Background: an optimization exercise with open tools, aiming at small area, a short achievable clock period and few clock cycles per item. Do not read the settings as production practice. No functional check of the RTL was part of any run shown here.

## flow/constraint.sdc

```tcl
create_clock -name core_clock -period 10.0 [get_ports {clk}]
set_input_delay 2.0000 -clock core_clock [delete_from_list [all_inputs] [get_ports {clk}]]
set_output_delay 2.0000 -clock core_clock [all_outputs]
set_load 0.01 [all_outputs]
```

## flow/run.sh

```bash
#!/bin/bash
# synth_recipe.tcl (not shown) runs the flow's synth.tcl, then flattens the netlist and writes it again
# the make line also repeats each setting of config.mk as NAME=value (left out here)
make -C /OpenROAD-flow-scripts/flow DESIGN_CONFIG=/design/flow/config.mk WORK_HOME=/design/flow/orfs CLKGATE_MAP_FILE= SYNTH_SCRIPT=/design/flow/synth_recipe.tcl finish
```

## flow/design.v

```verilog
module olivia_fec_decoder (
    input  wire        clk,
    input  wire        rst,
    input  wire        in_valid,
    output wire        in_ready,
    input  wire [3:0]  in_bps,
    input  wire [47:0] in_soft,
    output wire        out_valid,
    input  wire        out_ready,
    output wire [6:0]  out_char,
    output wire [2:0]  out_index,
    output wire [11:0] out_peak,
    output wire        out_last
);
    localparam [63:0] SCRAMBLING_CODE = 64'hE257E6D0291574EC;
    localparam integer NCRED = 4;    
    function [63:0] scr_tab;
        input integer s;
        integer i, m;
        begin
            for (i = 0; i < 8; i = i + 1)
                for (m = 0; m < 8; m = m + 1)
                    scr_tab[8*i + m] = SCRAMBLING_CODE[(8*s + m + 13*i) % 64];
        end
    endfunction
    genvar s, p, q, x, j;
    reg        rdy;           
    reg [5:0]  ld_t;          
    reg [5:0]  ld_ph;         
    reg [2:0]  ld_bm1;        
    reg [2:0]  ld_rot;        
    reg [7:0]  we;            
    reg [23:0] xsel;          
    reg        dc_busy;       
    reg [2:0]  dc_bm1;
    reg [2:0]  dc_i;          
    reg [5:0]  dc_ph;         
    reg        win;           
    reg        dc_last;       
    reg [2:0]  cred;          
    reg [7:0]  neg;           
    reg [7:0]  phi;           
    wire fire = in_valid & rdy;
    wire [2:0] in_bm1 = (in_bps == 4'd0) ? 3'd0 :
                        (in_bps >  4'd8) ? 3'd7 : in_bps[2:0] - 3'd1;
    wire [2:0] dc_m    = dc_ph[2:0];
    wire       win_end = win & (dc_m == 3'd7);
    wire       out_fire;
    wire       cred_ok = (cred != 3'd0);
    wire       t0      = (ld_t == 6'd0);
    wire       t63     = (ld_t == 6'd63);
    wire       busy_0  = dc_busy & ~(win_end & (dc_i == dc_bm1));
    wire [2:0] di_0    = win_end ? dc_i + 3'd1 : dc_i;
    wire       go_0    = busy_0 & (dc_m == 3'd7) & cred_ok &
                         (win ? 1'b1 : (dc_ph[5:3] + 3'd1 == dc_i));
    wire       last_0  = (go_0 & (di_0 == dc_bm1)) | (dc_last & busy_0);
    wire       free_0  = ~busy_0 | last_0;
    wire       go_1    = cred_ok;
    wire       last_1  = cred_ok & (ld_bm1 == 3'd0);
    wire        n_rdy   [0:1];
    wire [5:0]  n_t     [0:1];
    wire [5:0]  n_ph    [0:1];
    wire [2:0]  n_lbm1  [0:1];
    wire [2:0]  n_rot   [0:1];
    wire [7:0]  n_we    [0:1];
    wire [23:0] n_xsel  [0:1];
    wire        n_busy  [0:1];
    wire [2:0]  n_dbm1  [0:1];
    wire [2:0]  n_di    [0:1];
    wire [5:0]  n_dph   [0:1];
    wire        n_go    [0:1];
    wire        n_last  [0:1];
    wire [7:0]  n_neg   [0:1];
    wire [7:0]  n_phi   [0:1];
    genvar f;
    generate
        for (f = 0; f < 2; f = f + 1) begin : g_nx
            wire       fi      = (f == 1);
            wire       done    = fi & t63;
            wire [5:0] t_nx    = ld_t + {5'd0, fi};
            wire [5:0] ph_nx   = (fi & t0) ? 6'd1 : ld_ph + 6'd1;
            wire [2:0] rot_g   = fi ? ((ld_rot == ld_bm1) ? 3'd0 : ld_rot + 3'd1) : ld_rot;
            wire [2:0] rot_nx  = done ? 3'd0 :
                                 (fi & t0) ? ((in_bm1 == 3'd0) ? 3'd0 : 3'd1) : rot_g;
            wire [2:0] lbm1_nx = (fi & t0) ? in_bm1 : ld_bm1;
            wire       busy_nx = done | busy_0;
            wire [5:0] dph_nx  = done ? 6'd0 : dc_ph + 6'd1;
            wire [2:0] di_nx   = done ? 3'd0 : di_0;
            wire [2:0] dbm1_nx = done ? ld_bm1 : dc_bm1;
            wire       go_nx   = done ? go_1 : go_0;
            wire       last_nx = done ? last_1 : last_0;
            wire       free_nx = done ? last_1 : free_0;
            wire       rdy_nx  = fi ? (t63 ? last_1 : 1'b1) :
                                 (t0 ? free_0 : (ld_ph + 6'd1 == ld_t));
            wire [2:0] s_nx = t_nx[5:3];
            for (p = 0; p < 8; p = p + 1) begin : g_xsel
                wire [2:0] cw  = s_nx - p[2:0];
                wire [3:0] sum = {1'b0, cw} + {1'b0, rot_g};
                wire [3:0] red = sum - {1'b0, ld_bm1} - 4'd1;
                wire [2:0] gen = (t_nx == 6'd0) ? cw :
                                 (sum > {1'b0, ld_bm1}) ? red[2:0] : sum[2:0];
                localparam [2:0] CW1 = 3'd0 - p[2:0];
                wire [2:0] one = (in_bm1 == CW1) ? 3'd0 : CW1 + 3'd1;
                assign n_xsel[f][3*p +: 3] = (fi & t0) ? one : gen;
            end
            for (s = 0; s < 8; s = s + 1) begin : g_neg
                localparam [63:0] TAB = scr_tab(s);
                assign n_neg[f][s] = TAB[{di_nx, dph_nx[2:0]}];
            end
            wire [2:0] phn = dph_nx[2:0] - 3'd2;
            assign n_phi[f]  = 8'd1 << phn;
            assign n_rdy[f]  = rdy_nx;
            assign n_t[f]    = t_nx;
            assign n_ph[f]   = ph_nx;
            assign n_lbm1[f] = lbm1_nx;
            assign n_rot[f]  = rot_nx;
            assign n_we[f]   = rdy_nx ? (8'd1 << s_nx) : 8'd0;
            assign n_busy[f] = busy_nx;
            assign n_dbm1[f] = dbm1_nx;
            assign n_di[f]   = di_nx;
            assign n_dph[f]  = dph_nx;
            assign n_go[f]   = go_nx;
            assign n_last[f] = last_nx;
        end
    endgenerate
    wire fs = fire;
    always @(posedge clk) begin
        if (rst) begin
            rdy     <= 1'b0;
            ld_t    <= 6'd0;
            ld_ph   <= 6'd0;
            ld_bm1  <= 3'd0;
            ld_rot  <= 3'd0;
            we      <= 8'd0;
            xsel    <= 24'd0;
            dc_busy <= 1'b0;
            dc_bm1  <= 3'd0;
            dc_i    <= 3'd0;
            dc_ph   <= 6'd0;
            win     <= 1'b0;
            dc_last <= 1'b0;
            cred    <= NCRED[2:0];
        end else begin
            rdy     <= n_rdy[fs];
            ld_t    <= n_t[fs];
            ld_ph   <= n_ph[fs];
            ld_bm1  <= n_lbm1[fs];
            ld_rot  <= n_rot[fs];
            we      <= n_we[fs];
            xsel    <= n_xsel[fs];
            dc_busy <= n_busy[fs];
            dc_bm1  <= n_dbm1[fs];
            dc_i    <= n_di[fs];
            dc_ph   <= n_dph[fs];
            win     <= n_go[fs] | (win & ~win_end);
            dc_last <= n_last[fs];
            cred    <= cred - {2'd0, n_go[fs]} + {2'd0, out_fire};
        end
        neg <= n_neg[fs];
        phi <= n_phi[fs];
    end
    assign in_ready = rdy;
    wire [47:0] xb;           
    generate
        for (p = 0; p < 8; p = p + 1) begin : g_xb
            assign xb[6*p +: 6] = in_soft[6*xsel[3*p +: 3] +: 6];
        end
    endgenerate
    wire [47:0] taps;
    generate
        for (s = 0; s < 8; s = s + 1) begin : g_ring
            reg  [383:0] r;
            wire [383:0] sh = {r[377:0], r[383:378]};
            wire [383:0] nx;
            for (p = 0; p < 8; p = p + 1) begin : g_port
                assign nx[48*p +: 6]      = we[s] ? xb[6*p +: 6] : sh[48*p +: 6];
                assign nx[48*p + 6 +: 42] = sh[48*p + 6 +: 42];
            end
            always @(posedge clk) r <= nx;
            assign taps[6*s +: 6] = r[383:378];
        end
    endgenerate
    reg [7:0] A [0:7];
    generate
        for (q = 0; q < 8; q = q + 2) begin : g_a
            wire [7:0] ua = {{2{taps[6*q + 5]}}, taps[6*q +: 6]};
            wire [7:0] ub = {{2{taps[6*q + 11]}}, taps[6*q + 6 +: 6]};
            wire [7:0] xa = ua ^ {8{neg[q]}};
            wire [7:0] vb = (ub ^ {8{neg[q + 1]}}) + {7'd0, neg[q + 1]};
            wire [7:0] sm, df;
            ks_add #(.W(8)) u_s (.a(vb), .b(xa),  .cin(neg[q]),  .s(sm));
            ks_add #(.W(8)) u_d (.a(vb), .b(~xa), .cin(~neg[q]), .s(df));
            always @(posedge clk) begin
                A[q]     <= sm;
                A[q + 1] <= df;
            end
        end
    endgenerate
    wire [8:0] w2 [0:7];
    wire [9:0] w3 [0:7];
    generate
        for (q = 0; q < 8; q = q + 1) begin : g_b
            if ((q & 2) == 0) begin : g_lo2
                ks_add #(.W(9)) u (.a({A[q + 2][7], A[q + 2]}), .b({A[q][7], A[q]}),
                                   .cin(1'b0), .s(w2[q]));
            end else begin : g_hi2
                ks_add #(.W(9)) u (.a({A[q][7], A[q]}), .b(~{A[q - 2][7], A[q - 2]}),
                                   .cin(1'b1), .s(w2[q]));
            end
            if ((q & 4) == 0) begin : g_lo4
                ks_add #(.W(10)) u (.a({w2[q + 4][8], w2[q + 4]}), .b({w2[q][8], w2[q]}),
                                    .cin(1'b0), .s(w3[q]));
            end else begin : g_hi4
                ks_add #(.W(10)) u (.a({w2[q][8], w2[q]}), .b(~{w2[q - 4][8], w2[q - 4]}),
                                    .cin(1'b1), .s(w3[q]));
            end
        end
    endgenerate
    reg [9:0] B [0:7];
    generate
        for (q = 0; q < 8; q = q + 1) begin : g_breg
            always @(posedge clk) B[q] <= w3[q];
        end
    endgenerate
    wire [9:0] sk [0:7];
    generate
        for (j = 0; j < 8; j = j + 1) begin : g_skew
            if (j == 0) begin : g_z
                assign sk[j] = B[j];
            end else begin : g_d
                reg [10*j-1:0] d;
                if (j == 1) begin : g_1
                    always @(posedge clk) d <= B[j];
                end else begin : g_n
                    always @(posedge clk) d <= {d[10*j-11:0], B[j]};
                end
                assign sk[j] = d[10*j-1 -: 10];
            end
        end
    endgenerate
    wire [9:0] dk [0:7];
    generate
        for (x = 0; x < 8; x = x + 1) begin : g_rot
            wire [79:0] terms;
            for (j = 0; j < 8; j = j + 1) begin : g_t
                assign terms[10*j +: 10] = sk[j] & {10{phi[(j + x) % 8]}};
            end
            wire [9:0] sel = terms[9:0]   | terms[19:10] | terms[29:20] | terms[39:30] |
                             terms[49:40] | terms[59:50] | terms[69:60] | terms[79:70];
            reg  [9:0] rv;
            always @(posedge clk) rv <= sel;
            if (x == 7) begin : g_z
                assign dk[x] = rv;
            end else begin : g_d
                localparam integer N = 7 - x;
                reg [10*N-1:0] d;
                if (N == 1) begin : g_1
                    always @(posedge clk) d <= rv;
                end else begin : g_n
                    always @(posedge clk) d <= {d[10*N-11:0], rv};
                end
                assign dk[x] = d[10*N-1 -: 10];
            end
        end
    endgenerate
    reg [10:0] C1 [0:7];
    generate
        for (q = 0; q < 8; q = q + 1) begin : g_c1
            wire [10:0] u1;
            if ((q & 1) == 0) begin : g_lo
                ks_add #(.W(11)) u (.a({dk[q + 1][9], dk[q + 1]}), .b({dk[q][9], dk[q]}),
                                    .cin(1'b0), .s(u1));
            end else begin : g_hi
                ks_add #(.W(11)) u (.a({dk[q][9], dk[q]}), .b(~{dk[q - 1][9], dk[q - 1]}),
                                    .cin(1'b1), .s(u1));
            end
            always @(posedge clk) C1[q] <= u1;
        end
    endgenerate
    reg [11:0] C [0:7];
    generate
        for (q = 0; q < 8; q = q + 1) begin : g_c2
            wire [11:0] u2;
            if ((q & 2) == 0) begin : g_lo2
                ks_add #(.W(12)) u (.a({C1[q + 2][10], C1[q + 2]}), .b({C1[q][10], C1[q]}),
                                    .cin(1'b0), .s(u2));
            end else begin : g_hi2
                ks_add #(.W(12)) u (.a({C1[q][10], C1[q]}), .b(~{C1[q - 2][10], C1[q - 2]}),
                                    .cin(1'b1), .s(u2));
            end
            always @(posedge clk) C[q] <= u2;
        end
    endgenerate
    reg [11:0] mg [0:7];
    reg        sg [0:7];
    generate
        for (q = 0; q < 8; q = q + 1) begin : g_m
            wire [12:0] f3;
            if ((q & 4) == 0) begin : g_lo4
                ks_add #(.W(13)) u (.a({C[q + 4][11], C[q + 4]}), .b({C[q][11], C[q]}),
                                    .cin(1'b0), .s(f3));
            end else begin : g_hi4
                ks_add #(.W(13)) u (.a({C[q][11], C[q]}), .b(~{C[q - 4][11], C[q - 4]}),
                                    .cin(1'b1), .s(f3));
            end
            wire [12:0] a = f3[12] ? -f3 : f3;
            always @(posedge clk) begin
                mg[q] <= a[11:0];
                sg[q] <= f3[12];
            end
        end
    endgenerate
    reg [11:0] l1m [0:3];
    reg [1:0]  l1i [0:3];     
    generate
        for (q = 0; q < 4; q = q + 1) begin : g_l1
            wire r = mg[2*q + 1] > mg[2*q];
            always @(posedge clk) begin
                l1m[q] <= r ? mg[2*q + 1] : mg[2*q];
                l1i[q] <= r ? {1'b1, sg[2*q + 1]} : {1'b0, sg[2*q]};
            end
        end
    endgenerate
    reg [11:0] l2m [0:1];
    reg [2:0]  l2i [0:1];
    generate
        for (q = 0; q < 2; q = q + 1) begin : g_l2
            wire r = l1m[2*q + 1] > l1m[2*q];
            always @(posedge clk) begin
                l2m[q] <= r ? l1m[2*q + 1] : l1m[2*q];
                l2i[q] <= r ? {1'b1, l1i[2*q + 1]} : {1'b0, l1i[2*q]};
            end
        end
    endgenerate
    wire        l3r = l2m[1] > l2m[0];
    wire [11:0] l3m = l3r ? l2m[1] : l2m[0];
    wire [3:0]  l3i = l3r ? {1'b1, l2i[1]} : {1'b0, l2i[0]};
    reg [11:0] pk_m;
    reg [3:0]  pk_i;          
    always @(posedge clk) begin
        pk_m <= l3m;
        pk_i <= l3i;
    end
    wire [2:0] ypk = dc_m;
    reg [11:0] rm_m;
    reg [6:0]  rm_i;          
    wire take = (ypk == 3'd0) | (pk_m > rm_m);
    always @(posedge clk) begin
        if (take) begin
            rm_m <= pk_m;
            rm_i <= {ypk, pk_i};
        end
    end
    reg [16:0] tok;
    always @(posedge clk) begin
        if (rst) tok <= 17'd0;
        else     tok <= {tok[15:0], win_end};
    end
    wire res_v = tok[16];
    reg  [2:0]  rc_i;
    wire        rc_last = (rc_i == dc_bm1);
    wire [22:0] res = {rc_last, rc_i, rm_i[0], rm_i[6:1], rm_m};    
    always @(posedge clk) begin
        if (rst)
            rc_i <= 3'd0;
        else if (res_v)
            rc_i <= rc_last ? 3'd0 : rc_i + 3'd1;
    end
    reg        ov;
    reg [22:0] od;
    reg [22:0] qd [0:NCRED-2];
    reg [1:0]  qn;            
    assign out_fire = ov & out_ready;
    integer k;
    always @(posedge clk) begin
        if (rst) begin
            ov <= 1'b0;
            qn <= 2'd0;
        end else begin
            if (~ov | out_fire) begin
                if (qn != 2'd0) begin
                    od <= qd[0];
                    ov <= 1'b1;
                    for (k = 0; k < NCRED - 2; k = k + 1)
                        qd[k] <= qd[k + 1];
                    if (res_v)
                        qd[qn - 2'd1] <= res;
                    else
                        qn <= qn - 2'd1;
                end else begin
                    od <= res;
                    ov <= res_v;
                end
            end else if (res_v) begin
                qd[qn] <= res;
                qn <= qn + 2'd1;
            end
        end
    end
    assign out_valid = ov;
    assign out_peak  = od[11:0];
    assign out_char  = od[18:12];
    assign out_index = od[21:19];
    assign out_last  = od[22];
endmodule
module ks_add #(
    parameter integer W = 8
) (
    input  wire [W-1:0] a,
    input  wire [W-1:0] b,
    input  wire         cin,
    output wire [W-1:0] s
);
    localparam integer L = $clog2(W);
    wire [W-1:0] p0 = a ^ b;
    wire [W-1:0] g  [0:L];
    wire [W-1:0] pp [0:L];
    assign g[0]  = (a & b) | {{(W-1){1'b0}}, p0[0] & cin};
    assign pp[0] = p0;
    genvar k, i;
    generate
        for (k = 0; k < L; k = k + 1) begin : g_lvl
            for (i = 0; i < W; i = i + 1) begin : g_bit
                if (i >= (1 << k)) begin : g_op
                    assign g[k + 1][i]  = g[k][i] | (pp[k][i] & g[k][i - (1 << k)]);
                    assign pp[k + 1][i] = pp[k][i] & pp[k][i - (1 << k)];
                end else begin : g_pass
                    assign g[k + 1][i]  = g[k][i];
                    assign pp[k + 1][i] = pp[k][i];
                end
            end
        end
    endgenerate
    wire [W-1:0] c = {g[L][W-2:0], cin};
    assign s = p0 ^ c;
endmodule
```

## flow/config.mk

```make
export PLATFORM = sky130hd
export DESIGN_NAME = olivia_fec_decoder
export DESIGN_NICKNAME = olivia_fec_decoder
export VERILOG_FILES = /design/flow/design.v
export SDC_FILE = /design/flow/constraint.sdc
export NUM_CORES = 8
export LEC_CHECK = 0
export CAP_MARGIN = 40
export CORE_MARGIN = 2
export CORE_UTILIZATION = 35
export PLACE_DENSITY = 0.55
export SLEW_MARGIN = 20
```

==> impl_metrics.ini, run 1 <==
[synthesis]
ys_types = 98
yosysWarningCount = 27
async_flop_share = 0
synthAdderAreaFrac = 0.0709
postSynthCellCount = 10510
syn_area_per_cell_um2 = 12.5
synth.area.top_cells = dfxtp_1, ha_1, a21oi_1, edfxtp_1, xnor2_1
yosys.area.top_type = dfxtp_1
synth.top_cell.area_share = 0.656
syn_nets = 11273
synth_edf_count = 111
ys.flop_type = dfxtp_1
synth_compound_area_frac = 0.0898
synth-seq-cells = 4434
syn_area_mm2 = 0.132
synth_xor_xnor_area_share = 0.0342
synth.area.mux_share = 0.0362
ys_seq_area_frac = 0.682
synth_top_family_by_area = compound AO/OA/AOI/OAI gates
yosys.area_share.simple = 0.0552

[critical_path]
r2r-end = xsel[17]$_SDFF_PP0_
worstPathCellList = ha_1, and3_1, xnor2_1, inv_1, ha_1, xnor3_1, inv_1, ha_1, xnor2_1, ha_1, and3_1, o21ai_0, mux2i_1, mux2i_1, o211ai_1, a21oi_1
reg2reg_setup_slack_ns = 5.23
path_max_fanout = 6
cp_num_buf_inv = 2
rr_worst_depth = 16
cp-end-kind = flop
slowest_delay_ns = 0.49
crit_family = adder cells
path_depth = 16
required_ns = 10.75
crit_arrival_ns = 5.52
critPathKind = reg2reg
cp-startpoint = ld_t[0]$_SDFFE_PP0P_
startpoint_type = flop
cp-endpoint = xsel[17]$_SDFF_PP0_
cpMostUsedCell = ha_1
r2r_start = ld_t[0]$_SDFFE_PP0P_
cp_slowest_cell = xnor2_1

[clock_tree]
clk_path_buf_depth = 4
postCtsHoldBufs = 0
cts_root_buf = clkbuf_16
cts_tree = built
clk_pin_slew_worst_paths_ns = 0.06
cts_buffers = 411
post_cts_resized = 0
cts_sinks = 4434
clk-insertion-delay-late_ns = 0.98
cts_max_level = 5
cts_setup_buffers = 0

[drt]
ant_nets = 0
first_iter_violations = 4321
vias_per_cell = 4.53
via_count = 72740
drc = 0
drt-total-wl_um = 284000
detail_route.wl_per_cell_um = 17.7
drt-pass1-iter-count = 8

[timing]
timing.setup.tns_ns = 0
hold_violations = 0
relSlewSlack = 0.349
clock-skew-final_ns = 0.0980
slew_violations = 0
whs_ns = 0.258
timing.fmax_mhz = 210
rsz0062_at_grt = false
fin_crit_ns = 4.77
min_period_over_period = 0.477
worst-slew-pin-transition_ns = 0.965
setup_viol = 0

[floorplan]
dieWidth_um = 618
die_area_mm2 = 0.382
io_pins = 81
fp.coreArea_mm2 = 0.375
start_util = 0.351
fp.dieH_um = 618
rows = 225

[min_path]
hp-class = reg2reg

[placement]
dp_cells = 15300
dpl-instance-area_mm2 = 0.139
dpl.hpwl_um = 197000
place_congestion = 0.844
io_buffers = 80

[final_layout]
nets = 11496
final_common_cell = dfxtp_1
fin_area_mm2 = 0.153
num-fill-cells = 34473
layout.cells.non_filler = 16070
drive_gt1_frac = 0.105
syn_to_final_growth_pct = 16.3
mostFrequentLayoutCells = dfxtp_1, a21oi_1, nor2_1

[grt]
grt_max_degree = 81
antenna_found_initial = 10
grt_util_all_layers = 0.146
grt_pass1_vias = 73770
grt-ovfl-total = 0
grt_pass1_wl_um = 438000

[status]
status = finished clean

[flow_run]
drv_cap = 0
==> cell usage after synthesis (19+ instances only) <==
cell type	instances
buf_1	62
a22oi_1	341
o311ai_0	21
inv_1	693
nand3_1	68
nand4_1	115
xnor2_1	360
o21bai_1	101
a21oi_1	737
o31ai_1	22
nand2_1	206
edfxtp_1	111
mux2_2	161
and3_1	47
a31oi_1	40
nor2_1	728
nor3_1	68
a211o_1	26
o21ai_0	263
a211oi_1	33
dfxtp_1	4323
nor2b_1	83
mux2i_1	73
or2_2	20
fa_1	65
nor4_1	19
ha_1	642
nand2b_1	76
o211ai_1	34
a21o_1	74
xor2_1	150
clkbuf_1	317
mux4_2	98
or3_1	29
==> registers in the layout, indices dropped and copies added (netlist names), 69 cells and up <==
register	flops
g_rot.rv	80
qd	69
C1	84
mg	89
g_rot.g_d.d	280
g_skew.g_d.d	274
B	76
g_ring.r	3072
C	90
==> kinds of logic after synthesis <==
kind of cell / count (synthesis)
adders and majority gates: 708
and+or+nand+nor: 1541
muxes: 333
xor gates and xnor gates: 512
AOI/OAI and AO/OA: 1876
buffers and inverters: 1106
DFF: 4434
==> metrics by stage <==
step                      setup slack, ns  utilization
after floorplan                      5.55            -
after global placement               4.34        0.368
after detailed placement             4.47        0.370
after CTS                            5.23        0.408
after global routing                 4.83        0.409
final                                5.23        0.409
==> worst min-delay path by stage <==
stage	depth (start not counted)	from	endpoint
3_3_place_gp	0	g_ring[5].r[375]$_DFF_P_	g_ring[5].r[381]$_DFF_P_
5_1_grt	0	g_ring[1].r[2]$_DFF_P_	g_ring[1].r[8]$_DFF_P_
4_1_cts	0	g_ring[5].r[56]$_DFF_P_	g_ring[5].r[62]$_DFF_P_
3_5_place_dp	0	g_ring[2].r[64]$_DFF_P_	g_ring[2].r[70]$_DFF_P_
6_report	0	g_ring[3].r[7]$_DFF_P_	g_ring[3].r[13]$_DFF_P_
2_1_floorplan	0	g_ring[0].r[96]$_DFF_P_	g_ring[0].r[102]$_DFF_P_
==> final cells by class <==
cell class / count / area (um^2) / area share
flip-flops and latches: 4434 / 89900 / 0.586
clock buffers: 567 / 11700 / 0.0760
inverters: 699 / 2620 / 0.0171
well taps: 4994 / 6250 / 0.0408
diodes: 5 / 12.5 / 0.0000816
multi-input cells: 4970 / 37900 / 0.247
clock inverters: 184 / 2550 / 0.0166
repair buffers: 217 / 2420 / 0.0158
==> metal layers <==
layer | wire, um | GRT usage | part of all wire
met5 | 0 | 0 | 0
met4 | 7570 | 0.0434 | 0.027
met3 | 11000 | 0.0194 | 0.039
met2 | 133000 | 0.245 | 0.47
met1 | 133000 | 0.197 | 0.47
==> inputs of run 2 (changes only) <==
--- a/flow/design.v
+++ b/flow/design.v
@@ -26,9 +26,8 @@
     genvar s, p, q, x, j;
     reg        rdy;           
     reg [5:0]  ld_t;          
-    reg [5:0]  ld_ph;         
+    reg [5:0]  ld_diff;       
     reg [2:0]  ld_bm1;        
-    reg [2:0]  ld_rot;        
     reg [7:0]  we;            
     reg [23:0] xsel;          
     reg        dc_busy;       
@@ -49,7 +48,9 @@
     wire       cred_ok = (cred != 3'd0);
     wire       t0      = (ld_t == 6'd0);
     wire       t63     = (ld_t == 6'd63);
+    wire       done    = fire & t63;     
     wire       busy_0  = dc_busy & ~(win_end & (dc_i == dc_bm1));
+    wire [5:0] dph_0   = dc_ph + 6'd1;
     wire [2:0] di_0    = win_end ? dc_i + 3'd1 : dc_i;
     wire       go_0    = busy_0 & (dc_m == 3'd7) & cred_ok &
                          (win ? 1'b1 : (dc_ph[5:3] + 3'd1 == dc_i));
@@ -57,82 +58,41 @@
     wire       free_0  = ~busy_0 | last_0;
     wire       go_1    = cred_ok;
     wire       last_1  = cred_ok & (ld_bm1 == 3'd0);
-    wire        n_rdy   [0:1];
-    wire [5:0]  n_t     [0:1];
-    wire [5:0]  n_ph    [0:1];
-    wire [2:0]  n_lbm1  [0:1];
-    wire [2:0]  n_rot   [0:1];
-    wire [7:0]  n_we    [0:1];
-    wire [23:0] n_xsel  [0:1];
-    wire        n_busy  [0:1];
-    wire [2:0]  n_dbm1  [0:1];
-    wire [2:0]  n_di    [0:1];
-    wire [5:0]  n_dph   [0:1];
-    wire        n_go    [0:1];
-    wire        n_last  [0:1];
-    wire [7:0]  n_neg   [0:1];
-    wire [7:0]  n_phi   [0:1];
-    genvar f;
-    generate
-        for (f = 0; f < 2; f = f + 1) begin : g_nx
-            wire       fi      = (f == 1);
-            wire       done    = fi & t63;
-            wire [5:0] t_nx    = ld_t + {5'd0, fi};
-            wire [5:0] ph_nx   = (fi & t0) ? 6'd1 : ld_ph + 6'd1;
-            wire [2:0] rot_g   = fi ? ((ld_rot == ld_bm1) ? 3'd0 : ld_rot + 3'd1) : ld_rot;
-            wire [2:0] rot_nx  = done ? 3'd0 :
-                                 (fi & t0) ? ((in_bm1 == 3'd0) ? 3'd0 : 3'd1) : rot_g;
-            wire [2:0] lbm1_nx = (fi & t0) ? in_bm1 : ld_bm1;
-            wire       busy_nx = done | busy_0;
-            wire [5:0] dph_nx  = done ? 6'd0 : dc_ph + 6'd1;
-            wire [2:0] di_nx   = done ? 3'd0 : di_0;
-            wire [2:0] dbm1_nx = done ? ld_bm1 : dc_bm1;
-            wire       go_nx   = done ? go_1 : go_0;
-            wire       last_nx = done ? last_1 : last_0;
-            wire       free_nx = done ? last_1 : free_0;
-            wire       rdy_nx  = fi ? (t63 ? last_1 : 1'b1) :
-                                 (t0 ? free_0 : (ld_ph + 6'd1 == ld_t));
-            wire [2:0] s_nx = t_nx[5:3];
-            for (p = 0; p < 8; p = p + 1) begin : g_xsel
-                wire [2:0] cw  = s_nx - p[2:0];
-                wire [3:0] sum = {1'b0, cw} + {1'b0, rot_g};
-                wire [3:0] red = sum - {1'b0, ld_bm1} - 4'd1;
-                wire [2:0] gen = (t_nx == 6'd0) ? cw :
-                                 (sum > {1'b0, ld_bm1}) ? red[2:0] : sum[2:0];
-                localparam [2:0] CW1 = 3'd0 - p[2:0];
-                wire [2:0] one = (in_bm1 == CW1) ? 3'd0 : CW1 + 3'd1;
-                assign n_xsel[f][3*p +: 3] = (fi & t0) ? one : gen;
-            end
-            for (s = 0; s < 8; s = s + 1) begin : g_neg
-                localparam [63:0] TAB = scr_tab(s);
-                assign n_neg[f][s] = TAB[{di_nx, dph_nx[2:0]}];
-            end
-            wire [2:0] phn = dph_nx[2:0] - 3'd2;
-            assign n_phi[f]  = 8'd1 << phn;
-            assign n_rdy[f]  = rdy_nx;
-            assign n_t[f]    = t_nx;
-            assign n_ph[f]   = ph_nx;
-            assign n_lbm1[f] = lbm1_nx;
-            assign n_rot[f]  = rot_nx;
-            assign n_we[f]   = rdy_nx ? (8'd1 << s_nx) : 8'd0;
-            assign n_busy[f] = busy_nx;
-            assign n_dbm1[f] = dbm1_nx;
-            assign n_di[f]   = di_nx;
-            assign n_dph[f]  = dph_nx;
-            assign n_go[f]   = go_nx;
-            assign n_last[f] = last_nx;
-        end
-    endgenerate
-    wire fs = fire;
+    wire       go_nx   = done ? go_1 : go_0;
+    wire [7:0] neg_0;
+    wire [7:0] neg_1;
+    generate
+        for (s = 0; s < 8; s = s + 1) begin : g_neg
+            localparam [63:0] TAB = scr_tab(s);
+            assign neg_0[s] = TAB[{di_0, dph_0[2:0]}];
+            assign neg_1[s] = TAB[0];
+        end
+    endgenerate
+    wire [23:0] xs_init;      
+    wire [23:0] xs_one;       
+    wire [23:0] xs_step;      
+    generate
+        for (p = 0; p < 8; p = p + 1) begin : g_xs
+            localparam [2:0] CW = 3'd0 - p[2:0];
+            wire [2:0] src = (ld_t[2:0] == 3'd7) ? xsel[3*((p + 7) % 8) +: 3] : xsel[3*p +: 3];
+            assign xs_init[3*p +: 3] = CW;
+            assign xs_one[3*p +: 3]  = (in_bm1 == CW) ? 3'd0 : CW + 3'd1;
+            assign xs_step[3*p +: 3] = (src == ld_bm1) ? 3'd0 : src + 3'd1;
+        end
+    endgenerate
+    wire       rdy_0  = t0 ? free_0 : (ld_diff == 6'd1);
+    wire       rdy_1  = t63 ? last_1 : 1'b1;
+    wire [5:0] t_1    = ld_t + 6'd1;
+    wire [7:0] we_0   = rdy_0 ? (8'd1 << ld_t[5:3]) : 8'd0;
+    wire [7:0] we_1   = t63 ? (last_1 ? 8'd1 : 8'd0) : (8'd1 << t_1[5:3]);
     always @(posedge clk) begin
         if (rst) begin
             rdy     <= 1'b0;
             ld_t    <= 6'd0;
-            ld_ph   <= 6'd0;
+            ld_diff <= 6'd0;
             ld_bm1  <= 3'd0;
-            ld_rot  <= 3'd0;
             we      <= 8'd0;
-            xsel    <= 24'd0;
+            xsel    <= xs_init;
             dc_busy <= 1'b0;
             dc_bm1  <= 3'd0;
             dc_i    <= 3'd0;
@@ -140,24 +100,24 @@
             win     <= 1'b0;
             dc_last <= 1'b0;
             cred    <= NCRED[2:0];
+            phi     <= 8'd1 << 6;
         end else begin
-            rdy     <= n_rdy[fs];
-            ld_t    <= n_t[fs];
-            ld_ph   <= n_ph[fs];
-            ld_bm1  <= n_lbm1[fs];
-            ld_rot  <= n_rot[fs];
-            we      <= n_we[fs];
-            xsel    <= n_xsel[fs];
-            dc_busy <= n_busy[fs];
-            dc_bm1  <= n_dbm1[fs];
-            dc_i    <= n_di[fs];
-            dc_ph   <= n_dph[fs];
-            win     <= n_go[fs] | (win & ~win_end);
-            dc_last <= n_last[fs];
-            cred    <= cred - {2'd0, n_go[fs]} + {2'd0, out_fire};
+            rdy     <= fire ? rdy_1 : rdy_0;
+            ld_t    <= fire ? t_1 : ld_t;
+            ld_diff <= fire ? (t0 ? 6'd0 : ld_diff) : ld_diff - 6'd1;
+            ld_bm1  <= (fire & t0) ? in_bm1 : ld_bm1;
+            we      <= fire ? we_1 : we_0;
+            xsel    <= fire ? (t63 ? xs_init : t0 ? xs_one : xs_step) : xsel;
+            dc_busy <= done | busy_0;
+            dc_bm1  <= done ? ld_bm1 : dc_bm1;
+            dc_i    <= done ? 3'd0 : di_0;
+            dc_ph   <= done ? 6'd0 : dph_0;
+            win     <= go_nx | (win & ~win_end);
+            dc_last <= done ? last_1 : last_0;
+            cred    <= cred - {2'd0, go_nx} + {2'd0, out_fire};
+            phi     <= done ? 8'd1 << 6 : {phi[6:0], phi[7]};
         end
-        neg <= n_neg[fs];
-        phi <= n_phi[fs];
+        neg <= done ? neg_1 : neg_0;
     end
     assign in_ready = rdy;
     wire [47:0] xb;           
@@ -303,20 +263,25 @@
                 ks_add #(.W(13)) u (.a({C[q][11], C[q]}), .b(~{C[q - 4][11], C[q - 4]}),
                                     .cin(1'b1), .s(f3));
             end
-            wire [12:0] a = f3[12] ? -f3 : f3;
             always @(posedge clk) begin
-                mg[q] <= a[11:0];
+                mg[q] <= f3[11:0] ^ {12{f3[12]}};
                 sg[q] <= f3[12];
             end
         end
     endgenerate
+    wire [11:0] mag [0:7];
+    generate
+        for (q = 0; q < 8; q = q + 1) begin : g_mag
+            assign mag[q] = mg[q] + {11'd0, sg[q]};
+        end
+    endgenerate
     reg [11:0] l1m [0:3];
     reg [1:0]  l1i [0:3];     
     generate
         for (q = 0; q < 4; q = q + 1) begin : g_l1
-            wire r = mg[2*q + 1] > mg[2*q];
+            wire r = mag[2*q + 1] > mag[2*q];
             always @(posedge clk) begin
-                l1m[q] <= r ? mg[2*q + 1] : mg[2*q];
+                l1m[q] <= r ? mag[2*q + 1] : mag[2*q];
                 l1i[q] <= r ? {1'b1, sg[2*q + 1]} : {1'b0, sg[2*q]};
             end
         end
==> run 2 against run 1 <==
  * Count of clock-buffer cells in the layout grew 27
  * Via count shrank 0.86%
  * First-iteration DRC count grew 8.1%
  * Synthesized cell count shrank 1.7%
  * Clock skew shrank 0.0027 ns
  * Largest cell class unchanged
  * Final cell count shrank 1.4%
==> impl_metrics.ini, run 2 <==
[grt]
grt_pass1_vias = 72203
grt_pass1_wl_um = 425000
grt-ovfl-total = 0
antenna_found_initial = 12
grt_util_all_layers = 0.143
grt_max_degree = 82

[critical_path]
slowest_delay_ns = 0.64
crit_arrival_ns = 2.20
cp-endpoint = in_ready
required_ns = 8.00
startpoint_type = flop
path_depth = 1
cp-end-kind = primary output
cp-startpoint = rdy$_SDFF_PP0_
cp_slowest_cell = clkdlybuf4s50_1
critPathKind = reg2out
rr_worst_depth = 13
worstPathCellList = clkdlybuf4s50_1
path_max_fanout = 3
r2r-end = cred[2]$_SDFF_PP1_
cp_num_buf_inv = 1
r2r_start = dc_ph[1]$_SDFF_PP0_
crit_family = buffers and inverters
reg2reg_setup_slack_ns = 6.27

[floorplan]
io_pins = 81
rows = 224
start_util = 0.352
die_area_mm2 = 0.380
dieWidth_um = 616
fp.coreArea_mm2 = 0.373
fp.dieH_um = 616

[synthesis]
async_flop_share = 0
synth_most_common_cell = dfxtp_1
synth_common_cells = dfxtp_1, nor2_1, a21oi_1, inv_1, ha_1
synth.top_cell.area_share = 0.661
ys_types = 97
synth-seq-cells = 4442
yosys.area.top_type = dfxtp_1
synth.area.top_cells = dfxtp_1, ha_1, a21oi_1, edfxtp_1, xnor2_1
synth_edf_count = 111
syn_area_mm2 = 0.131
syn_area_per_cell_um2 = 12.7
ys.flop_type = dfxtp_1
yosysWarningCount = 27
ys_seq_area_frac = 0.686
syn_nets = 11019
postSynthCellCount = 10327

[timing]
worst-slew-pin-transition_ns = 0.992
min_period_over_period = 0.420
rsz0062_at_grt = false
relSlewSlack = 0.334
slew_violations = 0
clock-skew-final_ns = 0.0953
hold_violations = 0
setup_ws_ns = 5.80
timing.fmax_mhz = 238
fin_crit_ns = 4.20
setup_viol = 0
timing.setup.tns_ns = 0
whs_ns = 0.257

[min_path]
min_path_cells = 0
hp-class = reg2reg

[placement]
dpl.hpwl_um = 192000
place_ws_ns = 5.03
place_congestion = 0.831
io_buffers = 80

[final_layout]
syn_to_final_growth_pct = 16.0
largestRegisters = g_ring.r (3072), g_rot.g_d.d (280), g_skew.g_d.d (274)
drive_gt1_frac = 0.104
num-fill-cells = 34508
final_common_cell = dfxtp_1
largest_register_ffs = 3072
mostFrequentLayoutCells = dfxtp_1, nor2_1, a21oi_1
nets = 11219
top_register = g_ring.r
utilization = 0.408

[drt]
drt-total-wl_um = 278000
ant_nets = 0
drc = 0
via_count = 72112
first_iter_violations = 4672
detail_route.wl_per_cell_um = 17.5
vias_per_cell = 4.55
drt-pass1-iter-count = 8

[clock_tree]
clk_path_buf_depth = 4
clk-insertion-delay-late_ns = 0.95
postCtsHoldBufs = 0
post_cts_resized = 0
cts_tree = built
cts_buffers = 409
cts_setup_buffers = 0
cts_root_buf = clkbuf_16
cts_max_level = 5
cts_sinks = 4442
clk_pin_slew_worst_paths_ns = 0.06

[status]
status = finished clean

[flow_run]
drv_cap = 0
## run 2: cell types whose count changed after synthesis, sizes merged, moves of 32 or more
cell / previous run / this run
a21oi: 739 / 692
nand2: 207 / 159
inv: 694 / 592
mux2i: 74 / 110
clkbuf: 332 / 300
buf: 74 / 123
xor2: 150 / 245
o21bai: 101 / 55
nor2: 729 / 695
o21ai: 263 / 181
ha: 642 / 587
nor3: 69 / 122
## run 2: cell type report
| type | instances | area, um^2 | area share |
|---|---|---|---|
| multi-input cells | 4869 | 37300 | 0.245 |
| repair buffers | 212 | 2330 | 0.0153 |
| diodes | 4 | 10.0 | 0.0000658 |
| clock buffers | 594 | 11900 | 0.0785 |
| flip-flops and latches | 4442 | 90100 | 0.592 |
| inverters | 593 | 2230 | 0.0146 |
| well taps | 4972 | 6220 | 0.0409 |
| clock inverters | 156 | 2130 | 0.0140 |
## run 2: worst min-delay path by stage
stage,startpoint,slack [ns],to
global route,g_ring[7].r[183]$_DFF_P_,0.26,g_ring[7].r[189]$_DFF_P_
global placement,g_ring[1].r[250]$_DFF_P_,0.31,g_ring[1].r[256]$_DFF_P_
floorplan,g_ring[0].r[96]$_DFF_P_,0.31,g_ring[0].r[102]$_DFF_P_
finish,g_ring[7].r[183]$_DFF_P_,0.26,g_ring[7].r[189]$_DFF_P_
detailed placement,g_ring[0].r[153]$_DFF_P_,0.31,g_ring[0].r[159]$_DFF_P_
CTS,g_ring[7].r[183]$_DFF_P_,0.25,g_ring[7].r[189]$_DFF_P_
## run 2: kinds of logic after synthesis
family          Yosys count  share of synthesized area
fa+ha+maj               638                     0.0636
simple gates           1544                     0.0565
buf+inv                1016                     0.0302
xor+xnor                607                     0.0407
mux                     351                     0.0376
compound gates         1729                     0.0851
flops                  4442                      0.686
## run 2: metal layers
layer  vias up  track usage  routed length [um]  part of all wire
met5         -            0                   0                 0
met4         0       0.0486                8710             0.031
met3       561       0.0199               12200             0.044
met2      1791        0.235              128000              0.46
met1     34582        0.192              129000              0.47
li1      35178            -                   -                 -
## run 2: through the flow
step	area (um^2)	instances
after floorplan	131000	10327
after global placement	137000	15022
after detailed placement	138000	15073
after CTS	152000	15823
after global routing	152000	15840
final	152000	15842
==> inputs of run 3 (changes only) <==
==> flow/flow/run.sh (new file) <==
#!/bin/bash
# Standard layout, with the ports buffered by buf_4 cells instead of the
# default buffer choice.
set -euo pipefail
export BUFFER_PORTS_ARGS="-buffer_cell sky130_fd_sc_hd__buf_4"
bash standard.sh > standard.log 2>&1
==> flow/standard.sh (new file) <==
#!/bin/bash
# synth_recipe.tcl (not shown) runs the flow's synth.tcl, then flattens the netlist and writes it again
# the make line also repeats each setting of config.mk as NAME=value (left out here)
make -C /OpenROAD-flow-scripts/flow DESIGN_CONFIG=/design/flow/config.mk WORK_HOME=/design/flow/orfs CLKGATE_MAP_FILE= SYNTH_SCRIPT=/design/flow/synth_recipe.tcl "${@:-finish}"
removed: flow/run.sh
==> run 3 against run 2 <==
  * Design area hardly changed
  * Global-route usage is 0.10 points lower
  * Flip-flop and latch count stayed put
  * Count of clock-buffer cells in the layout is 10 lower
  * Clock skew is 0.012 ns lower
  * Critical endpoint is now cred[2]$_SDFF_PP1_
  * Register-to-register slack worse by 0.03 ns
==> impl_metrics.ini, run 3 <==
[status]
status = finished clean

[clock_tree]
clk_pin_slew_worst_paths_ns = 0.07
cts_root_buf = clkbuf_16
post_cts_resized = 0
cts_sinks = 4442
cts_buffers = 408
clk-insertion-delay-late_ns = 0.95
cts_max_level = 5
clk_path_buf_depth = 4
postCtsHoldBufs = 0
cts_tree = built
cts_setup_buffers = 0

[synthesis]
async_flop_share = 0
syn_area_mm2 = 0.131
synth_edf_count = 111
syn_area_per_cell_um2 = 12.7
synthAdderAreaFrac = 0.0636
synth-seq-cells = 4442
synth.area.mux_share = 0.0376
postSynthCellCount = 10327
ys_seq_area_frac = 0.686
synth_most_common_cell = dfxtp_1
syn_nets = 11019
synth.top_cell.area_share = 0.661
synth.area.top_cells = dfxtp_1, ha_1, a21oi_1, edfxtp_1, xnor2_1
synth_xor_xnor_area_share = 0.0407
ys_types = 97
ys.flop_type = dfxtp_1
yosysWarningCount = 27
synth_top_family_by_area = compound AO/OA/AOI/OAI gates
synth_compound_area_frac = 0.0851
yosys.area.top_type = dfxtp_1
yosys.area_share.simple = 0.0565
synth_common_cells = dfxtp_1, nor2_1, a21oi_1, inv_1, ha_1

[grt]
grt_pass1_wl_um = 423000
grt_pass1_vias = 72088
grt_util_all_layers = 0.142
grt_max_degree = 82
antenna_found_initial = 12
grt-ovfl-total = 0

[critical_path]
cp-end-kind = flop
critPathKind = reg2reg
crit_family = adder cells
rr_worst_depth = 13
startpoint_type = flop
cp_slowest_cell = dfxtp_1
cp_num_buf_inv = 2
required_ns = 10.83
worstPathCellList = ha_1, ha_1, nand2_1, o41ai_2, nor3_1, a21o_1, ha_1, inv_1, ha_1, inv_1, fa_1, xnor2_1, nand2b_1
r2r-end = cred[2]$_SDFF_PP1_
path_max_fanout = 13
crit_arrival_ns = 4.59
cp-startpoint = dc_ph[1]$_SDFF_PP0_
cp-endpoint = cred[2]$_SDFF_PP1_
r2r_start = dc_ph[1]$_SDFF_PP0_
reg2reg_setup_slack_ns = 6.24
path_depth = 13
slowest_delay_ns = 0.61
cpMostUsedCell = ha_1

[timing]
slew_violations = 0
min_period_over_period = 0.376
rsz0062_at_grt = false
relSlewSlack = 0.419
hold_violations = 0
worst-slew-pin-transition_ns = 0.871
timing.fmax_mhz = 266
fin_crit_ns = 3.76
clock-skew-final_ns = 0.0833
setup_viol = 0
setup_ws_ns = 6.24
timing.setup.tns_ns = 0

[drt]
dr_wl_met3_um = 13500
drt-pass1-iter-count = 6
drt-total-wl_um = 276000
highest_layer = met5
vias_per_cell = 4.53
wl_met2_um = 127000
first_iter_violations = 4747
wl_met1_um = 127000
via_count = 71791
drc = 0
detail_route.wl_per_cell_um = 17.4
ant_nets = 0

[final_layout]
syn_to_final_growth_pct = 16.0
mostFrequentLayoutCells = dfxtp_1, nor2_1, a21oi_1
top_register = g_ring.r
fin_area_mm2 = 0.152
final_common_cell = dfxtp_1
largestRegisters = g_ring.r (3072), g_rot.g_d.d (280), g_skew.g_d.d (274)
largest_register_ffs = 3072
nets = 11220
drive_gt1_frac = 0.113

[placement]
dpl.hpwl_um = 190000
place_ws_ns = 5.49
place_congestion = 0.854
dpl-instance-area_mm2 = 0.138
io_buffers = 80

[floorplan]
rows = 224
die_area_mm2 = 0.380
fp.coreArea_mm2 = 0.373
dieWidth_um = 616
start_util = 0.352
fp.dieH_um = 616
io_pins = 81

[min_path]
min_path_cells = 0
hp-class = reg2reg

[flow_run]
drv_cap = 0
-- run 3: worst reg2reg max path, delay by kind of cell, from the launching register on --
kind | cells | cell delay (ns)
DFF | 1 | 0.61
adders and majority gates | 5 | 1.61
and+or+nand+nor | 3 | 0.41
AOI/OAI and AO/OA | 2 | 0.70
xor gates and xnor gates | 1 | 0.20
buffers and inverters | 2 | 0.10
-- run 3: final cells by class --
| class | count | area (um^2) |
|---|---|---|
| multi-input cells | 4869 | 37300 |
| fillers | 34337 | 221000 |
| repair buffers | 214 | 2040 |
| well taps | 4972 | 6220 |
| clock buffers | 584 | 12000 |
| diodes | 10 | 25.0 |
| flip-flops and latches | 4442 | 90100 |
| inverters | 593 | 2230 |
| clock inverters | 165 | 2310 |
-- run 3: logic make-up (layout without fill, tap and decap cells) --
kind of cell    Yosys count  count (layout)
flops                  4442            4442
mux                     351             351
compound gates         1729            1729
simple gates           1544            1544
xor+xnor                607             607
other cells               0              10
fa+ha+maj               638             638
buf+inv                1016            1556
-- run 3: through the flow --
| step | utilization | cells | hold slack (ns) |
|---|---|---|---|
| 2_1_floorplan | - | 10327 | 0.310 |
| 3_3_place_gp | 0.367 | 15030 | 0.310 |
| 3_5_place_dp | 0.369 | 15074 | 0.312 |
| 4_1_cts | 0.407 | 15823 | 0.271 |
| 5_1_grt | 0.408 | 15841 | 0.272 |
| 6_report | 0.408 | 15849 | 0.276 |
-- run 3: routing by layer --
layer / GRT usage / vias up
li1: - / 35250
met2: 0.233 / 1788
met4: 0.0475 / 2
met3: 0.0231 / 478
met1: 0.189 / 34273
met5: 0 / -
-- run 3: how the worst min path moves through the flow --
stage / slack [ns] / end / from
after CTS: 0.27 / g_ring[1].r[237]$_DFF_P_ / g_ring[1].r[231]$_DFF_P_
after floorplan: 0.31 / g_ring[0].r[102]$_DFF_P_ / g_ring[0].r[96]$_DFF_P_
final: 0.28 / g_ring[1].r[237]$_DFF_P_ / g_ring[1].r[231]$_DFF_P_
after global routing: 0.27 / g_ring[3].r[255]$_DFF_P_ / g_ring[3].r[249]$_DFF_P_
after detailed placement: 0.31 / g_ring[0].r[153]$_DFF_P_ / g_ring[0].r[147]$_DFF_P_
after global placement: 0.31 / g_ring[0].r[274]$_DFF_P_ / g_ring[0].r[268]$_DFF_P_
==> inputs of run 4 (changes only) <==
--- a/flow/design.v
+++ b/flow/design.v
@@ -26,35 +26,42 @@
     genvar s, p, q, x, j;
     reg        rdy;           
     reg [5:0]  ld_t;          
+    reg [7:0]  ld_s;          
     reg [5:0]  ld_diff;       
     reg [2:0]  ld_bm1;        
     reg [7:0]  we;            
     reg [23:0] xsel;          
     reg        dc_busy;       
-    reg [2:0]  dc_bm1;
-    reg [2:0]  dc_i;          
-    reg [5:0]  dc_ph;         
+    reg [2:0]  dc_bm1;        
+    reg [7:0]  dc_bh;         
+    reg [7:0]  dc_ih;         
+    reg [7:0]  dc_mh;         
+    reg [7:0]  dc_gh;         
     reg        win;           
     reg        dc_last;       
-    reg [2:0]  cred;          
+    reg [NCRED-1:0] cred;     
     reg [7:0]  neg;           
-    reg [7:0]  phi;           
     wire fire = in_valid & rdy;
     wire [2:0] in_bm1 = (in_bps == 4'd0) ? 3'd0 :
                         (in_bps >  4'd8) ? 3'd7 : in_bps[2:0] - 3'd1;
-    wire [2:0] dc_m    = dc_ph[2:0];
-    wire       win_end = win & (dc_m == 3'd7);
+    wire [2:0] dc_m = {dc_mh[4] | dc_mh[5] | dc_mh[6] | dc_mh[7],
+                       dc_mh[2] | dc_mh[3] | dc_mh[6] | dc_mh[7],
+                       dc_mh[1] | dc_mh[3] | dc_mh[5] | dc_mh[7]};
+    wire [7:0] phi  = {dc_mh[1:0], dc_mh[7:2]};
+    wire       win_end = win & dc_mh[7];
     wire       out_fire;
-    wire       cred_ok = (cred != 3'd0);
+    wire       cred_ok = cred[0];
     wire       t0      = (ld_t == 6'd0);
     wire       t63     = (ld_t == 6'd63);
     wire       done    = fire & t63;     
-    wire       busy_0  = dc_busy & ~(win_end & (dc_i == dc_bm1));
-    wire [5:0] dph_0   = dc_ph + 6'd1;
-    wire [2:0] di_0    = win_end ? dc_i + 3'd1 : dc_i;
-    wire       go_0    = busy_0 & (dc_m == 3'd7) & cred_ok &
-                         (win ? 1'b1 : (dc_ph[5:3] + 3'd1 == dc_i));
-    wire       last_0  = (go_0 & (di_0 == dc_bm1)) | (dc_last & busy_0);
+    wire       at_last = |(dc_ih & dc_bh);
+    wire       busy_0  = dc_busy & ~(win_end & at_last);
+    wire [7:0] ih_0    = win_end ? {dc_ih[6:0], dc_ih[7]} : dc_ih;
+    wire [7:0] mh_0    = {dc_mh[6:0], dc_mh[7]};
+    wire [7:0] gh_0    = dc_mh[7] ? {dc_gh[6:0], dc_gh[7]} : dc_gh;
+    wire       al      = |({dc_gh[6:0], dc_gh[7]} & dc_ih);
+    wire       go_0    = busy_0 & dc_mh[7] & cred_ok & (win | al);
+    wire       last_0  = (go_0 & |(ih_0 & dc_bh)) | (dc_last & busy_0);
     wire       free_0  = ~busy_0 | last_0;
     wire       go_1    = cred_ok;
     wire       last_1  = cred_ok & (ld_bm1 == 3'd0);
@@ -64,7 +71,11 @@
     generate
         for (s = 0; s < 8; s = s + 1) begin : g_neg
             localparam [63:0] TAB = scr_tab(s);
-            assign neg_0[s] = TAB[{di_0, dph_0[2:0]}];
+            wire [63:0] hit;
+            for (q = 0; q < 64; q = q + 1) begin : g_h
+                assign hit[q] = TAB[q] & ih_0[q / 8] & mh_0[q % 8];
+            end
+            assign neg_0[s] = |hit;
             assign neg_1[s] = TAB[0];
         end
     endgenerate
@@ -82,40 +93,47 @@
     endgenerate
     wire       rdy_0  = t0 ? free_0 : (ld_diff == 6'd1);
     wire       rdy_1  = t63 ? last_1 : 1'b1;
-    wire [5:0] t_1    = ld_t + 6'd1;
-    wire [7:0] we_0   = rdy_0 ? (8'd1 << ld_t[5:3]) : 8'd0;
-    wire [7:0] we_1   = t63 ? (last_1 ? 8'd1 : 8'd0) : (8'd1 << t_1[5:3]);
+    wire [7:0] s_1    = (ld_t[2:0] == 3'd7) ? {ld_s[6:0], ld_s[7]} : ld_s;
+    wire [7:0] we_0   = rdy_0 ? ld_s : 8'd0;
+    wire [7:0] we_1   = t63 ? (last_1 ? 8'd1 : 8'd0) : s_1;
     always @(posedge clk) begin
         if (rst) begin
             rdy     <= 1'b0;
             ld_t    <= 6'd0;
+            ld_s    <= 8'd1;
             ld_diff <= 6'd0;
             ld_bm1  <= 3'd0;
             we      <= 8'd0;
             xsel    <= xs_init;
             dc_busy <= 1'b0;
             dc_bm1  <= 3'd0;
-            dc_i    <= 3'd0;
-            dc_ph   <= 6'd0;
+            dc_bh   <= 8'd1;
+            dc_ih   <= 8'd1;
+            dc_mh   <= 8'd1;
+            dc_gh   <= 8'd1;
             win     <= 1'b0;
             dc_last <= 1'b0;
-            cred    <= NCRED[2:0];
-            phi     <= 8'd1 << 6;
+            cred    <= {NCRED{1'b1}};
         end else begin
             rdy     <= fire ? rdy_1 : rdy_0;
-            ld_t    <= fire ? t_1 : ld_t;
+            ld_t    <= fire ? ld_t + 6'd1 : ld_t;
+            ld_s    <= fire ? s_1 : ld_s;
             ld_diff <= fire ? (t0 ? 6'd0 : ld_diff) : ld_diff - 6'd1;
             ld_bm1  <= (fire & t0) ? in_bm1 : ld_bm1;
             we      <= fire ? we_1 : we_0;
             xsel    <= fire ? (t63 ? xs_init : t0 ? xs_one : xs_step) : xsel;
             dc_busy <= done | busy_0;
             dc_bm1  <= done ? ld_bm1 : dc_bm1;
-            dc_i    <= done ? 3'd0 : di_0;
-            dc_ph   <= done ? 6'd0 : dph_0;
+            dc_bh   <= done ? (8'd1 << ld_bm1) : dc_bh;
+            dc_ih   <= done ? 8'd1 : ih_0;
+            dc_mh   <= done ? 8'd1 : mh_0;
+            dc_gh   <= done ? 8'd1 : gh_0;
             win     <= go_nx | (win & ~win_end);
             dc_last <= done ? last_1 : last_0;
-            cred    <= cred - {2'd0, go_nx} + {2'd0, out_fire};
-            phi     <= done ? 8'd1 << 6 : {phi[6:0], phi[7]};
+            if (go_nx & ~out_fire)
+                cred <= {1'b0, cred[NCRED-1:1]};
+            else if (out_fire & ~go_nx)
+                cred <= {cred[NCRED-2:0], 1'b1};
         end
         neg <= done ? neg_1 : neg_0;
     end
@@ -309,7 +327,7 @@
     wire [2:0] ypk = dc_m;
     reg [11:0] rm_m;
     reg [6:0]  rm_i;          
-    wire take = (ypk == 3'd0) | (pk_m > rm_m);
+    wire take = dc_mh[0] | (pk_m > rm_m);
     always @(posedge clk) begin
         if (take) begin
             rm_m <= pk_m;
@@ -376,7 +394,16 @@
     input  wire         cin,
     output wire [W-1:0] s
 );
-    localparam integer L = $clog2(W);
+    function integer levels;
+        input integer n;
+        integer v;
+        begin
+            levels = 0;
+            for (v = 1; v < n; v = v * 2)
+                levels = levels + 1;
+        end
+    endfunction
+    localparam integer L = levels(W);
     wire [W-1:0] p0 = a ^ b;
     wire [W-1:0] g  [0:L];
     wire [W-1:0] pp [0:L];
==> flow/flow/run.sh (replaced) <==
#!/bin/bash
# Standard layout with: buf_4 port buffers, no dummy clock loads,
# and timing repair aiming for 6.6 ns of setup slack.
set -euo pipefail
export BUFFER_PORTS_ARGS="-buffer_cell sky130_fd_sc_hd__buf_4"
export CTS_ARGS="-sink_clustering_enable -repair_clock_nets -dont_use_dummy_load"
export SETUP_SLACK_MARGIN=6.6
bash standard.sh > standard.log 2>&1
==> run 4 against run 3 <==
  * Final cell count is 2.1% lower
  * Register-to-register slack better by 0.49 ns
  * Hold slack worse by 0.022 ns
  * Critical path depth is 12 lower
  * Clock skew is 0.038 ns higher
  * Largest cell class unchanged
  * Non-clock buffer count is 12 higher
  * Still clean
  * Worst setup slack better by 0.26 ns
==> impl_metrics.ini, run 4 <==
[status]
status = finished clean

[timing]
clock-skew-final_ns = 0.121
timing.fmax_mhz = 286
rsz0062_at_grt = true
relSlewSlack = 0.411
min_period_over_period = 0.350
setup_viol = 0
timing.setup.tns_ns = 0
worst-slew-pin-transition_ns = 0.884
hold_violations = 0
slew_violations = 0
fin_crit_ns = 3.50

[grt]
antenna_found_initial = 8
grt_pass1_vias = 71472
grt_pass1_wl_um = 419000
grt_util_all_layers = 0.141
grt-ovfl-total = 0
grt_max_degree = 85

[final_layout]
fin_area_mm2 = 0.148
nets = 11210
seq_area_mm2 = 0.0906
largest_register_ffs = 3072
syn_to_final_growth_pct = 13.2
top_register = g_ring.r
final_common_cell = dfxtp_1
largestRegisters = g_ring.r (3072), g_rot.g_d.d (280), g_skew.g_d.d (274)
mostFrequentLayoutCells = dfxtp_1, nor2_1, a21oi_1
multi_input_area_mm2 = 0.0368
num-fill-cells = 34693
drive_gt1_frac = 0.0922

[critical_path]
cp_slowest_cell = edfxtp_1
path_max_fanout = 1
worstPathCellList = buf_6
slowest_delay_ns = 0.47
cp_num_buf_inv = 1
critPathKind = reg2out
crit_family = flip-flops
required_ns = 8.00
cp-end-kind = primary output
startpoint_type = flop
crit_arrival_ns = 1.50

[synthesis]
yosysWarningCount = 27
ys_seq_area_frac = 0.692
syn_area_per_cell_um2 = 12.7
synth_edf_count = 111
yosys.area.top_type = dfxtp_1
synth.area.top_cells = dfxtp_1, ha_1, a21oi_1, xnor2_1, edfxtp_1
synth_most_common_cell = dfxtp_1
async_flop_share = 0
postSynthCellCount = 10333
synth_common_cells = dfxtp_1, nor2_1, a21oi_1, ha_1, inv_1
syn_nets = 11012
ys.flop_type = dfxtp_1
ys_types = 81
synth-seq-cells = 4466
synth.top_cell.area_share = 0.667
syn_area_mm2 = 0.131

[clock_tree]
clk_path_buf_depth = 4
cts_root_buf = clkbuf_16
cts_tree = built
cts_buffers = 407
cts_sinks = 4466
cts_max_level = 5
clk_pin_slew_worst_paths_ns = 0.06
clk-insertion-delay-late_ns = 0.92
postCtsHoldBufs = 0

[min_path]
hp-class = reg2reg

[placement]
dpl.hpwl_um = 189000
place_congestion = 0.835
dpl-instance-area_mm2 = 0.137
io_buffers = 80

[drt]
via_count = 70918
drc = 0
drt-total-wl_um = 273000
detail_route.wl_per_cell_um = 17.6
ant_nets = 0
first_iter_violations = 4552
drt-pass1-iter-count = 9
vias_per_cell = 4.57

[floorplan]
io_pins = 81
fp.dieH_um = 615
dieWidth_um = 615
start_util = 0.351
die_area_mm2 = 0.378
fp.coreArea_mm2 = 0.372
rows = 224

[flow_run]
drv_cap = 0
[run 4: cell count changes after synthesis, sizes merged, moves of 23 or more]
cell,change
o21bai,+36
a21oi,+37
nand2b,-39
nor2,+44
xnor2,+33
dfxtp,+24
nand2,+64
buf,-23
mux2i,-27
inv,-61
clkbuf,+37
xor2,-45
o21ai,+50
o31a,+33
[run 4: worst paths after layout]
check	start	endpoint	slack (ns)	cells after the start
max	od[19]$_DFFE_PP_	out_index[0]	6.50	1
min	g_ring[4].r[3]$_DFF_P_	g_ring[4].r[9]$_DFF_P_	0.25	0
max reg2reg	C[4][0]$_DFF_P_	mg[6][11]$_DFF_P_	6.73	12
min reg2reg	g_ring[4].r[3]$_DFF_P_	g_ring[4].r[9]$_DFF_P_	0.25	0
[run 4: cell families (layout without fill, tap and decap cells)]
kind of cell,Yosys count,after routing,synth area share
DFF,4466,4466,0.692
AOI/OAI and AO/OA,1760,1760,0.0848
and+or+nand+nor,1591,1591,0.0569
buffers and inverters,976,1172,0.0285
adders and majority gates,625,625,0.0625
xor gates and xnor gates,594,594,0.0398
muxes,321,321,0.0352
other,0,9,0
[run 4: timing repair]
item                                   in CTS  in global routing
setup endpoints to repair                  85                144
resized for setup                          32                 40
buffers inserted                            3                 10
endpoints found under the hold margin       0                  0
pin swaps                                   0                 10
[run 4: final cells by class]
type,instances,area share
Sequential cell,4466,0.612
Multi-Input combinational cell,4891,0.249
Clock buffer,407,0.0688
Tap cell,4972,0.0420
Timing Repair Buffer,226,0.0148
Inverter,539,0.0137
Antenna cell,9,0.000152
[run 4: layer usage]
layer	vias to the layer above	GRT usage	part of all wire
met1	33798	0.186	0.46
met3	566	0.0203	0.044
met2	1727	0.234	0.46
met4	0	0.0521	0.035
li1	34827	-	-
met5	-	0	0
[run 4: stage by stage]
step | instances | setup slack (ns) | util | hold slack (ns)
2_1_floorplan | 10333 | 6.48 | - | 0.310
3_3_place_gp | 15023 | 5.25 | 0.367 | 0.310
3_5_place_dp | 15077 | 5.47 | 0.369 | 0.312
4_1_cts | 15487 | 6.37 | 0.397 | 0.255
5_1_grt | 15503 | 6.41 | 0.398 | 0.259
6_report | 15510 | 6.50 | 0.398 | 0.255

[port drivers added, routing unchanged]
The flow's constraints put no driver on any port. The routed layouts listed below were extracted and timed again, unchanged, in two steps. Step 1: set_driving_cell puts a clkbuf_16 on clk and a buf_2 on each other input, an assumption about the parent block. Step 2, shift: input delay + t, output delay - t, t = (earliest + latest rising clock arrival at the registers) / 2. This alone moves slack from input paths to output paths. Three values: ideal, step 1, step 2; two values: the first two.
| run | t (ns) | slack for setup (ns) | worst setup path after step 2 | worst register clock-pin slew, ns |
|---|---|---|---|---|
| run 1 | 1.019 | 5.230 / 5.230 / 4.467 | input to register | 0.07 / 0.07 |
| run 2 | 0.998 | 5.800 / 5.707 / 5.072 | input to register | 0.07 / 0.07 |
| run 3 | 1.012 | 6.244 / 6.230 / 5.508 | input to register | 0.07 / 0.07 |
| run 4 | 0.993 | 6.505 / 6.406 / 5.743 | input to register | 0.07 / 0.07 |
After both steps every run listed still meets setup and hold. For run 1, which loses most, drivers alone change the setup slack by 0.000 ns; drivers and shift together by -0.763 ns.
